Source: an optimization exercise on an open RTL-to-GDS flow (aim: small area, a short achievable clock period and few clock cycles). Production flows keep margins and buffers that such runs may drop.
In this exercise RTL edits were held to simulation tests only and were not proved equivalent to the original.
Power and IR drop assume default switching activity.

## tr1_bitcodec
module tr1_bitcodec (
    input  wire        clk,
    input  wire        rst,         
    input  wire        bus_en,      
    input  wire        bus_we,      
    input  wire [1:0]  bus_space,   
    input  wire [5:0]  bus_addr,    
    input  wire [31:0] bus_wdata,
    output reg  [31:0] bus_rdata,   
    output wire        busy         
);
    localparam W    = 8;                  
    localparam LW   = (W == 8) ? 3 : 4;   
    localparam NW   = 256 / W;            
    localparam AW   = 8 - LW;             
    localparam HG   = (W + 6) / 7;        
    localparam HENC = 7 * W / 4;          
    localparam KMAX = (HENC > 16) ? HENC : 16;    
    localparam CW   = W + KMAX + W;       
    localparam [31:0] CRC_POLY    = 32'h04C11DB7;
    localparam [31:0] CRC_RESIDUE = 32'hC704DD7B;    
    localparam [7:0]  FLAG        = 8'b0111_1110;    
    localparam [2:0] K_CHUNK  = 3'd0;
    localparam [2:0] K_TRL1   = 3'd1;
    localparam [2:0] K_TRL2   = 3'd2;
    localparam [2:0] K_EFLAG  = 3'd3;
    localparam [2:0] K_BUBBLE = 3'd4;
  ...
Settings: LEC_CHECK=0, ABC_AREA=1, CAP_MARGIN=20, CORE_MARGIN=2, CORE_UTILIZATION=45, SETUP_SLACK_MARGIN=4.6, SLEW_MARGIN=20, TNS_END_PERCENT=0; clock period 8.0 ns.
standard.sh (not shown) runs the stock make flow with config.mk's settings and CLKGATE_MAP_FILE= SYNTH_SCRIPT=/design/flow/synth_recipe.tcl, a recipe that flattens the netlist after the stock synthesis.
==> flow/flow/run.sh <==
#!/bin/bash
# The standard layout (standard.sh), with one change: ABC maps the synthesized
# logic with the area script in flow/abc_area.script (ABC's &nf mapper after
# &dch) instead of ORFS's map-based area script. Registers are mapped before
# ABC runs, so they are the standard synthesis's.
set -euo pipefail
rm -rf scripts_abc
mkdir scripts_abc
cp -rL "$FLOW_HOME/scripts/." scripts_abc/
cp flow/abc_area.script scripts_abc/abc_area.script
export SCRIPTS_DIR="$PWD/scripts_abc"
bash standard.sh > standard.log 2>&1
==> flow/flow/abc_area.script <==
strash
&get -n
&fraig -x
&put
scorr
dc2
strash
&get -n
&dch -f
&nf {D}
&put
The first run ran to the end with no violations.
Testbench counts at the start, summed over its fixed seeds: cycles 16,814.
Change:
Settings changed: CORE_UTILIZATION 45 to 65, TNS_END_PERCENT 0 to 100.
The new run produced a clean layout; global-route usage rose by 14 points; die area fell by 30%; design area rose by 1.3%; routed wire length rose by 6.9%; combinational power rose by 8.1%; cell count fell by 6.5%; setup slack gains 31 ps; first-iteration DRC count rose by 70%.
Change:
==> flow/run.sh (new file) <==
#!/bin/bash
# synth_recipe.tcl (not shown) runs the flow's synth.tcl, then flattens the netlist and writes it again
# the make line also repeats each setting of config.mk as NAME=value (left out here)
make -C /OpenROAD-flow-scripts/flow DESIGN_CONFIG=/design/flow/config.mk WORK_HOME=/design/flow/orfs CLKGATE_MAP_FILE= SYNTH_SCRIPT=/design/flow/synth_recipe.tcl finish
Settings changed: CORE_UTILIZATION 65 to 55, TNS_END_PERCENT 100 to 0.
removed: flow/flow/run.sh
removed: flow/flow/abc_area.script
removed: flow/standard.sh
Outcome: Critical path depth goes down by 3; total power goes up by 2.8%; routed wire length goes down by 7.6%; synthesized cell count goes up by 32%; utilization goes down by 18 points; final area goes down by 0.92%; setup slack gets worse by 450 ps; via count goes up by 0.67%; global-route usage goes down by 10 points.


Starting RTL as in the previous note.
Design tr1_bitcodec, start of the top module:
module tr1_bitcodec (
    input  wire        clk,
    input  wire        rst,         
    input  wire        bus_en,      
    input  wire        bus_we,      
    input  wire [1:0]  bus_space,   
    input  wire [5:0]  bus_addr,    
    input  wire [31:0] bus_wdata,
    output reg  [31:0] bus_rdata,   
    output wire        busy         
);
export LEC_CHECK = 0
export ABC_AREA = 1
export CAP_MARGIN = 20
export CORE_MARGIN = 2
export CORE_UTILIZATION = 55
export SETUP_SLACK_MARGIN = 4.8
export SLEW_MARGIN = 20
export TNS_END_PERCENT = 100
create_clock -name core_clock -period 8.0 [get_ports {clk}]
==> flow/flow/run.sh <==
#!/bin/bash
# The standard layout (standard.sh), with one change: ABC maps the synthesized
# logic with the area script in flow/abc_area.script (ABC's &nf mapper after
# &dch) instead of ORFS's map-based area script. Registers are mapped before
# ABC runs, so they are the standard synthesis's.
set -euo pipefail
rm -rf scripts_abc
mkdir scripts_abc
cp -rL "$FLOW_HOME/scripts/." scripts_abc/
cp flow/abc_area.script scripts_abc/abc_area.script
export SCRIPTS_DIR="$PWD/scripts_abc"
bash standard.sh > standard.log 2>&1
==> flow/flow/abc_area.script <==
strash
&get -n
&fraig -x
&put
scorr
dc2
strash
&get -n
&dch -f
&nf {D}
&put
Testbench counts at the start, summed over its fixed seeds: cycles 16,814.
Edit:
--- a/flow/config.mk
+++ b/flow/config.mk
@@ -10,5 +10,5 @@
 export CORE_MARGIN = 2
 export CORE_UTILIZATION = 55
-export SETUP_SLACK_MARGIN = 4.8
+export SETUP_SLACK_MARGIN = 4.6
 export SLEW_MARGIN = 20
-export TNS_END_PERCENT = 100
+export TNS_END_PERCENT = 0
=> The changed run completed without violations. Routed wire length is lower by 7.6%. Area after synthesis is unchanged. Core utilization is lower by 4.7 points. Via count is lower by 4.6%. Clock skew stays flat.
Edit:
--- a/flow/config.mk
+++ b/flow/config.mk
@@ -12,3 +12,3 @@
 export SETUP_SLACK_MARGIN = 4.6
 export SLEW_MARGIN = 20
-export TNS_END_PERCENT = 0
+export TNS_END_PERCENT = 100
Outcome: Power went up by 3.2%; utilization went up by 1.6 points; register-to-register slack improves by 0.03 ns; area after synthesis does not change; global-route usage went up by 1.1 points; cell area went up by 2.4%.

==> separate check: timing with driven ports <==
The flow's constraints put no driver on any port. The routed layouts listed below were extracted and timed again, unchanged, in two steps.
Step 1: set_driving_cell puts a clkbuf_16 on clk and a buf_2 on each other input, an assumption about the parent block.
Step 2, shift: input delay + t, output delay - t, t = (earliest + latest rising clock arrival at the registers) / 2. This alone moves slack from input paths to output paths.
a / b / c = no drivers / after step 1 / after step 2; a / b = the first two.
run	t, ns	slack for setup (ns)	worst setup path at the end	clock arrival spread, ns	cell pins on the clock port's net
the first run of note 1	0.697	4.344 / 4.344 / 3.785	input to register	0.042 / 0.043	1
the second run of note 1	0.681	4.375 / 4.411 / 3.729	input to register	0.045 / 0.045	1
the third run of note 1	0.703	3.928 / 3.973 / 3.270	input to register	0.061 / 0.061	1
the first run of note 2	0.694	4.603 / 4.618 / 3.930	input to register	0.029 / 0.030	1
the second run of note 2	0.687	4.451 / 4.402 / 3.748	input to register	0.034 / 0.034	1
the third run of note 2	0.697	4.541 / 4.541 / 3.922	input to register	0.041 / 0.040	1
After both steps every run listed still meets setup and hold. For the second run of note 2, which loses most, drivers alone change the setup slack by -0.049 ns; drivers and shift together by -0.703 ns.
